This is an optimization exercise on Yosys and OpenROAD, whose aim is small area, a short achievable clock period and few clock cycles per item, not a production implementation. Only simulation tests tie the RTL to the original design; equivalence was not proved. Power is estimated from default activity; no workload was simulated.

==> flow/design.v <==
module fsync_evq #(
    parameter DEPTH = 32,
    parameter AW    = 5,
    parameter W     = 52
) (
    input  wire          clk,
    input  wire          rst,
    input  wire          clear,
    input  wire          push,
    input  wire [W-1:0]  push_data,
    input  wire          pop,
    output wire [W-1:0]  head_data,
    output reg  [AW:0]   count
);
    reg [W-1:0]  mem [0:DEPTH-1];
    reg [AW-1:0] rd_ptr;
    reg [AW-1:0] wr_ptr;
    assign head_data = mem[rd_ptr];
    always @(posedge clk) begin
        if (push)
            mem[wr_ptr] <= push_data;
    end
    always @(posedge clk) begin
        if (rst || clear) begin
            rd_ptr <= {AW{1'b0}};
            wr_ptr <= {AW{1'b0}};
            count  <= {(AW+1){1'b0}};
        end else begin
            if (push)
                wr_ptr <= wr_ptr + 1'b1;
            if (pop)
                rd_ptr <= rd_ptr + 1'b1;
            case ({push, pop})
                2'b10:   count <= count + 1'b1;
                2'b01:   count <= count - 1'b1;
                default: count <= count;
            endcase
        end
    end
endmodule
module fsync_ring #(
    parameter DEPTH = 16,
    parameter AW    = 4,
    parameter W     = 16
) (
    input  wire          clk,
    input  wire          rst,
    input  wire          clear,
    input  wire          push,
    input  wire [W-1:0]  push_data,
    input  wire          pop,
    output wire [W-1:0]  head_data,
    output reg  [AW:0]   count
);
    reg [W-1:0]  mem [0:DEPTH-1];
    reg [AW-1:0] rd_ptr;
    reg [AW-1:0] wr_ptr;
    assign head_data = mem[rd_ptr];
    always @(posedge clk) begin
        if (push)
            mem[wr_ptr] <= push_data;
    end
    always @(posedge clk) begin
        if (rst || clear) begin
            rd_ptr <= {AW{1'b0}};
            wr_ptr <= {AW{1'b0}};
            count  <= {(AW+1){1'b0}};
        end else begin
            if (push)
                wr_ptr <= wr_ptr + 1'b1;
            if (pop)
                rd_ptr <= rd_ptr + 1'b1;
            case ({push, pop})
                2'b10:   count <= count + 1'b1;
                2'b01:   count <= count - 1'b1;
                default: count <= count;
            endcase
        end
    end
endmodule
module fsync_refmgr (
    input  wire        clk,
    input  wire        rst,
    input  wire        cmd_valid,
    output wire        cmd_ready,
    input  wire [31:0] cmd,
    output reg         done,
    output reg  [7:0]  status_code,
    output reg  [7:0]  last_opc,
    output reg  [31:0] result0,
    output reg  [31:0] result1,
    output reg         direction,
    output reg  [1:0]  p_refs,
    output reg  [1:0]  ref_count,
    output wire [15:0] ref0,
    output wire [15:0] ref1,
    output reg  [1:0]  prep_count,
    output wire [15:0] prep0,
    output wire [15:0] prep1,
    output wire [4:0]  ring_count,
    output reg  [31:0] next_display,
    output wire [5:0]  evq_count
);
    localparam MAX_REFS = 2;
    localparam RING_CAP = 16;
    localparam EVQ_CAP  = 32;
    localparam OP_NOP        = 8'h00;
    localparam OP_RESET      = 8'h01;
    localparam OP_EV_POP     = 8'h02;
    localparam OP_SET_DIR    = 8'h40;
    localparam OP_SET_PREFS  = 8'h41;
    localparam OP_REF_PREP   = 8'h42;
    localparam OP_REF_UPD    = 8'h43;
    localparam OP_POST_DEC   = 8'h44;
    localparam OP_REV_REMOVE = 8'h45;
    localparam ST_OK          = 8'h00;
    localparam ST_SELF_REF    = 8'h04;
    localparam ST_EMPTY       = 8'h05;
    localparam ST_INSUFF_REFS = 8'h14;
    localparam ST_ILLEGAL     = 8'h20;
    localparam ST_RING_FULL   = 8'h23;
    localparam ST_EVQ_FULL    = 8'h24;
    localparam ST_NOT_IN_LIST = 8'h25;
    localparam ST_STATE       = 8'h26;
    localparam [3:0] EV_RELEASE = 4'd1;
    localparam [3:0] EV_NUMBER  = 4'd2;
    localparam S_IDLE  = 2'd0;    
    localparam S_DRAIN = 2'd1;    
    localparam S_REL2  = 2'd2;    
    reg  [1:0]  state;
    reg  [15:0] reflist0;         
    reg  [15:0] reflist1;
    reg  [15:0] prep_r0;
    reg  [15:0] prep_r1;
    reg  [15:0] rel2_frame;       
    assign ref0  = (ref_count  >= 2'd1) ? reflist0 : 16'd0;
    assign ref1  = (ref_count  == 2'd2) ? reflist1 : 16'd0;
    assign prep0 = (prep_count >= 2'd1) ? prep_r0  : 16'd0;
    assign prep1 = (prep_count == 2'd2) ? prep_r1  : 16'd0;
    assign cmd_ready = (state == S_IDLE);
    wire accept = cmd_valid && cmd_ready;
    reg         evq_clear;
    reg         evq_push;
    reg  [51:0] evq_push_data;
    reg         evq_pop;
    wire [51:0] evq_head;
    reg         ring_clear;
    reg         ring_push;
    reg         ring_pop;
    wire [15:0] ring_head;
    fsync_evq #(.DEPTH(EVQ_CAP), .AW(5), .W(52)) u_evq (
        .clk       (clk),
        .rst       (rst),
        .clear     (evq_clear),
        .push      (evq_push),
        .push_data (evq_push_data),
        .pop       (evq_pop),
        .head_data (evq_head),
        .count     (evq_count)
    );
    fsync_ring #(.DEPTH(RING_CAP), .AW(4), .W(16)) u_ring (
        .clk       (clk),
        .rst       (rst),
        .clear     (ring_clear),
        .push      (ring_push),
        .push_data (cmd[15:0]),
        .pop       (ring_pop),
        .head_data (ring_head),
        .count     (ring_count)
    );
    wire [7:0]  opc    = cmd[31:24];
    wire        fld    = cmd[20];
    wire        refb   = cmd[19];
    wire [2:0]  ptype  = cmd[18:16];
    wire [15:0] frame  = cmd[15:0];
    reg legal;
    always @(*) begin
        case (opc)
            OP_NOP, OP_RESET, OP_EV_POP:
                legal = (cmd[23:0] == 24'd0);
            OP_SET_DIR:
                legal = (cmd[23:1] == 23'd0);
            OP_SET_PREFS:
                legal = (cmd[23:2] == 22'd0) && (cmd[1:0] == 2'd1 || cmd[1:0] == 2'd2);
            OP_REF_PREP:
                legal = (cmd[23:21] == 3'd0) && !refb && (ptype <= 3'd3);
            OP_REF_UPD:
                legal = (cmd[23:21] == 3'd0) && (ptype == 3'd0);
            OP_POST_DEC:
                legal = (cmd[23:20] == 4'd0) && (ptype == 3'd0);
            OP_REV_REMOVE:
                legal = (cmd[23:21] == 3'd0) && !refb && (ptype == 3'd0);
            default:
                legal = 1'b0;
        endcase
    end
    reg [1:0] req;
    always @(*) begin
        case (ptype[1:0])
            2'd1:    req = p_refs;
            2'd2:    req = 2'd2;
            default: req = 2'd0;
        endcase
    end
    wire [6:0] evq_free = EVQ_CAP - {1'b0, evq_count};
    wire hit0 = (ref_count >= 2'd1) && (reflist0 == frame);
    wire hit1 = (ref_count == 2'd2) && (reflist1 == frame);
    always @(*) begin
        evq_clear     = 1'b0;
        evq_push      = 1'b0;
        evq_push_data = 52'd0;
        evq_pop       = 1'b0;
        ring_clear    = 1'b0;
        ring_push     = 1'b0;
        ring_pop      = 1'b0;
        if (state == S_DRAIN) begin
            evq_push      = 1'b1;
            evq_push_data = {EV_NUMBER, ring_head, next_display};
            ring_pop      = 1'b1;
        end else if (state == S_REL2) begin
            evq_push      = 1'b1;
            evq_push_data = {EV_RELEASE, rel2_frame, 32'd0};
        end else if (accept && legal) begin
            case (opc)
                OP_RESET: begin
                    evq_clear  = 1'b1;
                    ring_clear = 1'b1;
                end
                OP_EV_POP: begin
                    evq_pop = (evq_count != 6'd0);
                end
                OP_REF_UPD: begin
                    if (refb && fld && ref_count == MAX_REFS) begin
                        if (evq_free >= 7'd1) begin
                            evq_push      = 1'b1;
                            evq_push_data = {EV_RELEASE, reflist0, 32'd0};
                        end
                    end else if (!refb) begin
                        if (evq_free >= 7'd1) begin
                            evq_push      = 1'b1;
                            evq_push_data = {EV_RELEASE, frame, 32'd0};
                        end
                    end
                end
                OP_POST_DEC: begin
                    if (!direction) begin
                        if (evq_free >= 7'd1) begin
                            evq_push      = 1'b1;
                            evq_push_data = {EV_NUMBER, frame, next_display};
                        end
                    end else if (!refb) begin
                        if (ring_count != RING_CAP)
                            ring_push = 1'b1;
                    end else begin
                        if (evq_free >= 7'd1 + {2'b00, ring_count}) begin
                            evq_push      = 1'b1;
                            evq_push_data = {EV_NUMBER, frame, next_display};
                        end
                    end
                end
                OP_REV_REMOVE: begin
                    if ((hit0 || hit1) && evq_free >= (fld ? 7'd2 : 7'd1)) begin
                        evq_push      = 1'b1;
                        evq_push_data = {EV_RELEASE, frame, 32'd0};
                    end
                end
                default: ;
            endcase
        end
    end
    always @(posedge clk) begin
        if (rst) begin
            state        <= S_IDLE;
            done         <= 1'b0;
            status_code  <= ST_OK;
            last_opc     <= 8'h00;
            result0      <= 32'd0;
            result1      <= 32'd0;
            direction    <= 1'b0;
            p_refs       <= 2'd1;
            ref_count    <= 2'd0;
            reflist0     <= 16'd0;
            reflist1     <= 16'd0;
            prep_count   <= 2'd0;
            prep_r0      <= 16'd0;
            prep_r1      <= 16'd0;
            rel2_frame   <= 16'd0;
            next_display <= 32'd0;
        end else begin
            done <= 1'b0;
            case (state)
                S_DRAIN: begin
                    next_display <= next_display + 32'd1;
                    if (ring_count == 5'd1) begin
                        state <= S_IDLE;
                        done  <= 1'b1;
                    end
                end
                S_REL2: begin
                    state <= S_IDLE;
                    done  <= 1'b1;
                end
                default: begin
                    if (accept) begin
                        last_opc <= opc;
                        done     <= 1'b1;
                        if (!legal) begin
                            status_code <= ST_ILLEGAL;
                        end else begin
                            status_code <= ST_OK;
                            case (opc)
                                OP_NOP: ;
                                OP_RESET: begin
                                    result0      <= 32'd0;
                                    result1      <= 32'd0;
                                    ref_count    <= 2'd0;
                                    reflist0     <= 16'd0;
                                    reflist1     <= 16'd0;
                                    prep_count   <= 2'd0;
                                    prep_r0      <= 16'd0;
                                    prep_r1      <= 16'd0;
                                    next_display <= 32'd0;
                                end
                                OP_EV_POP: begin
                                    if (evq_count == 6'd0) begin
                                        status_code <= ST_EMPTY;
                                        result0     <= 32'd0;
                                        result1     <= 32'd0;
                                    end else begin
                                        result0 <= {evq_head[51:48], 12'd0, evq_head[47:32]};
                                        result1 <= evq_head[31:0];
                                    end
                                end
                                OP_SET_DIR: begin
                                    if (ring_count != 5'd0)
                                        status_code <= ST_STATE;
                                    else
                                        direction <= cmd[0];
                                end
                                OP_SET_PREFS: begin
                                    p_refs <= cmd[1:0];
                                end
                                OP_REF_PREP: begin
                                    if (ref_count >= req) begin
                                        prep_count <= req;
                                        result0    <= {30'd0, req};
                                        if (req == 2'd2) begin
                                            prep_r0 <= reflist0;
                                            prep_r1 <= reflist1;
                                        end else if (req == 2'd1) begin
                                            prep_r0 <= (ref_count == 2'd2) ? reflist1 : reflist0;
                                        end
                                    end else if (fld && req == 2'd1 && ref_count == 2'd0) begin
                                        prep_count  <= 2'd1;
                                        prep_r0     <= frame;
                                        result0     <= 32'd1;
                                        status_code <= ST_SELF_REF;
                                    end else begin
                                        prep_count  <= 2'd0;
                                        result0     <= 32'd0;
                                        status_code <= ST_INSUFF_REFS;
                                    end
                                end
                                OP_REF_UPD: begin
                                    if (refb && fld) begin
                                        if (ref_count == MAX_REFS) begin
                                            if (evq_free < 7'd1) begin
                                                status_code <= ST_EVQ_FULL;
                                            end else begin
                                                reflist0 <= reflist1;
                                                reflist1 <= frame;
                                                result0  <= {30'd0, ref_count};
                                            end
                                        end else begin
                                            if (ref_count == 2'd0)
                                                reflist0 <= frame;
                                            else
                                                reflist1 <= frame;
                                            ref_count <= ref_count + 2'd1;
                                            result0   <= {30'd0, ref_count + 2'd1};
                                        end
                                    end else if (!refb) begin
                                        if (evq_free < 7'd1)
                                            status_code <= ST_EVQ_FULL;
                                        else
                                            result0 <= {30'd0, ref_count};
                                    end else begin
                                        result0 <= {30'd0, ref_count};
                                    end
                                end
                                OP_POST_DEC: begin
                                    if (!direction) begin
                                        if (evq_free < 7'd1) begin
                                            status_code <= ST_EVQ_FULL;
                                        end else begin
                                            next_display <= next_display + 32'd1;
                                            result0      <= 32'd1;
                                            result1      <= next_display + 32'd1;
                                        end
                                    end else if (!refb) begin
                                        if (ring_count == RING_CAP) begin
                                            status_code <= ST_RING_FULL;
                                        end else begin
                                            result0 <= 32'd0;
                                            result1 <= next_display;
                                        end
                                    end else begin
                                        if (evq_free < 7'd1 + {2'b00, ring_count}) begin
                                            status_code <= ST_EVQ_FULL;
                                        end else begin
                                            next_display <= next_display + 32'd1;
                                            result0      <= 32'd1 + {27'd0, ring_count};
                                            result1      <= next_display + 32'd1 + {27'd0, ring_count};
                                            if (ring_count != 5'd0) begin
                                                state <= S_DRAIN;
                                                done  <= 1'b0;
                                            end
                                        end
                                    end
                                end
                                OP_REV_REMOVE: begin
                                    if (!(hit0 || hit1)) begin
                                        status_code <= ST_NOT_IN_LIST;
                                    end else if (evq_free < (fld ? 7'd2 : 7'd1)) begin
                                        status_code <= ST_EVQ_FULL;
                                    end else begin
                                        if (hit0)
                                            reflist0 <= reflist1;
                                        ref_count <= ref_count - 2'd1;
                                        result0   <= {30'd0, ref_count - 2'd1};
                                        if (fld) begin
                                            rel2_frame <= frame;
                                            state      <= S_REL2;
                                            done       <= 1'b0;
                                        end
                                    end
                                end
                                default: ;
                            endcase
                        end
                    end
                end
            endcase
        end
    end
endmodule
==> flow/run.sh <==
#!/bin/bash
# synth_recipe.tcl (not shown) runs the flow's synth.tcl, then flattens the netlist and writes it again
# the make line also repeats each setting of config.mk as NAME=value (left out here)
make -C /OpenROAD-flow-scripts/flow DESIGN_CONFIG=/design/flow/config.mk WORK_HOME=/design/flow/orfs CLKGATE_MAP_FILE= SYNTH_SCRIPT=/design/flow/synth_recipe.tcl finish
==> flow/config.mk <==
export PLATFORM = sky130hd
export DESIGN_NAME = fsync_refmgr
export DESIGN_NICKNAME = fsync_refmgr
export VERILOG_FILES = /design/flow/design.v
export SDC_FILE = /design/flow/constraint.sdc
export NUM_CORES = 4
export LEC_CHECK = 0
export CAP_MARGIN = 20
export CORE_MARGIN = 2
export CORE_UTILIZATION = 40
export SLEW_MARGIN = 20
==> flow/constraint.sdc <==
create_clock -name core_clock -period 8.0 [get_ports {clk}]
set_input_delay 1.6000 -clock core_clock [delete_from_list [all_inputs] [get_ports {clk}]]
set_output_delay 1.6000 -clock core_clock [all_outputs]
set_load 0.01 [all_outputs]
==> run summary <==
[final cells by class]
type | count | area share
Antenna cell | 5 | 0.000127
Clock buffer | 273 | 0.0581
Clock inverter | 123 | 0.0107
Inverter | 41 | 0.00159
Multi-Input combinational cell | 2203 | 0.240
Sequential cell | 2093 | 0.615
Tap cell | 2821 | 0.0359
Timing Repair Buffer | 408 | 0.0391
[Yosys cell counts (20+ instances only)]
cell type	instances
nor2_1	251
buf_2	43
nand4_1	29
a211oi_1	26
inv_1	39
and2_1	81
mux2i_1	81
edfxtp_1	1856
buf_1	51
dfxtp_1	237
or3_1	20
a31oi_1	21
nand2_1	218
xor2_1	41
a21oi_1	158
ha_1	44
xnor2_1	61
o21ai_0	64
nand3_1	78
clkbuf_1	203
nor3_1	41
o2111ai_1	24
a22oi_1	38
nor2b_1	48
nor4_1	22
mux4_2	580
[power groups by stage]
stage	registers, mW	clock network [mW]	logic, mW
after floorplan	12.0	0	0.0668
after global placement	12.0	0	0.149
after detailed placement	12.0	0	0.152
after CTS	11.7	9.84	0.152
after global routing	11.7	10.2	0.164
final	11.7	9.66	0.155
[metrics by stage]
step	power, mW	instance area (um^2)	setup WS (ns)	hold WS [ns]
final	21.6	98400	2.37	0.443
after global routing	22.1	98400	2.10	0.471
after CTS	21.7	98400	2.47	0.447
after detailed placement	12.1	91600	1.58	0.441
after global placement	12.1	91600	1.53	0.438
after floorplan	12.0	85000	1.88	0.427
[metal layers]
layer	track usage	up-vias	part of all wire	wire length, um
li1	-	19400	-	-
met3	0.0394	427	0.080	19100
met1	0.311	25100	0.42	101000
met2	0.345	2278	0.47	113000
met5	0	-	0.00032	76
met4	0.0578	8	0.026	6260
[logic make-up after synthesis]
group,after synthesis,share of synthesized area
buffers and inverters,343,0.0160
other,1,0.0000441
adder cells (fa/ha/maj),45,0.00671
XOR/XNOR,102,0.0105
flip-flops,2093,0.711
AO/OA/AOI/OAI,481,0.0376
AND/OR/NAND/NOR,895,0.0525
multiplexers,677,0.165
[flip-flops by register name, summed over array words and instances, names as in the netlist, 4 cells and up, named ones only]
| register | cells |
|---|---|
| last_opc | 8 |
| u_evq.mem | 1600 |
| prep_r0 | 16 |
| rel2_frame | 16 |
| u_ring.wr_ptr | 4 |
| u_evq.rd_ptr | 5 |
| next_display | 32 |
| prep_r1 | 16 |
| u_ring.mem | 256 |
| status_code | 5 |
| u_ring.rd_ptr | 4 |
| reflist1 | 16 |
| reflist0 | 16 |
| u_ring.count | 5 |
| result1 | 32 |
| u_evq.wr_ptr | 5 |
| u_evq.count | 6 |
| result0 | 32 |
[cells in the final DEF, fill, tap and decap left out, types with 40 or more instances in the layout]
cell and count:
and2_1 81, clkinv_1 40, nand3_1 78, o21ai_0 64
xor2_1 41, mux2i_1 81, a21oi_1 142, buf_4 163
clkdlybuf4s50_1 225, clkbuf_16 216, clkbuf_1 46, nand2_1 218
ha_1 43, mux4_2 580, dfxtp_1 228, nor2b_1 48
edfxtp_1 1856, clkinv_2 47, xnor2_1 61, nor2_1 218
[worst max-delay path, stage by stage]
cell and delay [ns]:
clkdlybuf4s50_1 0.86, inv_1 0.24, ha_1 0.35, a31oi_1 0.08, nor4b_1 0.41, o21a_1 0.27, o221ai_1 0.22, a31oi_4 0.39
nor2_2 0.15, ha_1 0.39, and3b_1 0.27, a21oi_1 0.04, o22ai_1 0.28, a21o_1 0.18, a22oi_1 0.07, o21a_1 0.20
nor2_1 0.12, xnor2_1 0.14, nor2_1 0.06
[final timing paths]
path                            depth (start not counted)              to           start  slack, ns
worst max register to register                         19  u_evq.count[5]  u_evq.count[0]       2.45
worst min-delay path                                    2      prep_r1[4]      prep_r1[4]       0.44
worst min register to register                          2      prep_r1[4]      prep_r1[4]       0.44
worst max-delay path                                   19  u_evq.count[5]          cmd[1]       2.37
==> impl_metrics.yaml <==
clock_network:
  cts_post_setup_buffers_inserted: 0
  clock_insertion_delay_worst_skew_ns: 0.85
  cts_tree: "built"
  clockBufferDepth: 3
  cts_max_level: 4
  cts.repair.resized: 0
  tritoncts_num_sinks: 2093
  cts-root-buf: "clkbuf_16"
  clkSlewWorstSetupHoldPaths_ns: 0.06
  cts_buffers: 213
  post_cts_hold_buffer_count: 0
power_and_ir_drop:
  share_comb_of_total_power: 0.007
  total_leakage_power_nw: 29.2
  vdd_ir_drop_max_mv: 0.234
  seqPwrFrac: 0.545
  powerDensity_mw_per_mm2: 219
  netSwitchingPower_mw: 4.36
  clk_pwr_share: 0.448
  internal-power_mw: 17.2
  sw_frac_of_total: 0.202
synth:
  ys.warnings.count: 3
  yosys_most_used_dff: "edfxtp_1"
  synthDominantAreaCellType: "edfxtp_1"
  syn_area_per_cell_um2: 18.3
  yosysUniqueCellTypes: 100
  synth_sequential_area_ratio: 0.711
  post_synthesis_instance_area_mm2: 0.0850
  netlist.area_leader.share: 0.656
  syn-instance-count: 4637
  count_of_flip_flops_with_a_built_in_enable_after_synthesis: 1856
  ys_seq_elements: 2093
  postSynth.asyncResetShare: 0
  netlist_top_cells_area: "edfxtp_1, mux4_2, dfxtp_1"
global_route:
  maximum_number_of_pins_on_one_net_before_global_route_repair: 134
  gr-total-overflow: 0
  grt_use_total: 0.218
  global_route_wire_length_before_repair_um: 342000
  grt_antenna_before_repair: 18
  grt_pass1_vias: 46100
place:
  placed_cells: 7566
  place.port_buffers: 227
  place.detailed.hpwl_um: 143000
  place.gp.congestion: 0.894
route:
  drtAntennaViolNets: 0
  drtPass1Iterations: 6
  viasPerCell: 5.92
  drt_drc_violations_left: 0
  routed_wl_per_cell_um: 30.0
  detailroute.via_count: 47200
  initialDrtViolationCount: 5750
  routed_wirelength_um: 239000
run_status:
  outcome: "timing/DRC/antenna clean"
timing:
  final_hold_viol_count: 0
  relSlewSlack: 0.215
  clock_skews_ns: 0.0688
  finalCritPeriodShare: 0.704
  timing_worst_slew_pin_value_ns: 1.16
  setup-violations-final: 0
  rsz0062_at_grt: "false"
  period_needed_ns: 5.63
  maxClockFrequency_ghz: 0.178
  tns_ns: 0
  slew_violations: 0
worst_setup_path:
  crit_path_max_fanout: 13
  crit_required_ns: 8.70
  timing_worst_setup_path_type: "in2reg"
  critical_path.startpoint_type: "input pin"
  type_of_destination_of_the_critical_path: "flop"
  worstPathArrival_ns: 6.33
cells_and_area:
  filler_cell_count: 17700
  area_used_by_multi_input_combinational_logic_mm2: 0.0236
  instances_no_fill: 7967
  fin_util: 0.465
  fin_nets: 5040
  area_delta_synth_final_pct: 15.8
  final-seq-area_mm2: 0.0605
  drive_above_1_share: 0.233
die:
  die_h_um: 465
  design.die.area_mm2: 0.216
  floorplan.die.width_um: 465
  design.portCount: 231
  floorplan.initialDensity: 0.402
  core.rowCount: 169
  design.core.area_mm2: 0.212
flow_run:
  timing.max_cap.violations: 0
hold_path:
  min_path_type: "reg2reg"
Testbench counts, summed over its fixed seeds: cycles 19,253, commands 18,562.

[re-timing with driven ports]
No port has a modelled driver above. Below, the same layout with a new extraction and two added sets of constraints.
Step 1 assumes that a clkbuf_16 drives the clock port and a buf_2 every other input.
Step 2 adds t to the input delays and takes it off the output delays; t is the mean of the earliest and latest rising clock arrival at the registers after step 1. Input paths then give back, and output paths get back, about the clock's delay inside the block.
Slacks: no drivers / after step 1 / after step 2; pairs: no drivers / after step 1.
t (ns): 0.899
slack for setup (ns): 2.371 / 2.420 / 1.521
hold slack, ns: 0.443 / 0.443 / 0.443
latest minus earliest clock arrival (ns): 0.069 / 0.069
After both steps setup and hold are still met in this run. For this run, drivers alone change the setup slack by +0.049 ns; drivers and shift together by -0.850 ns.
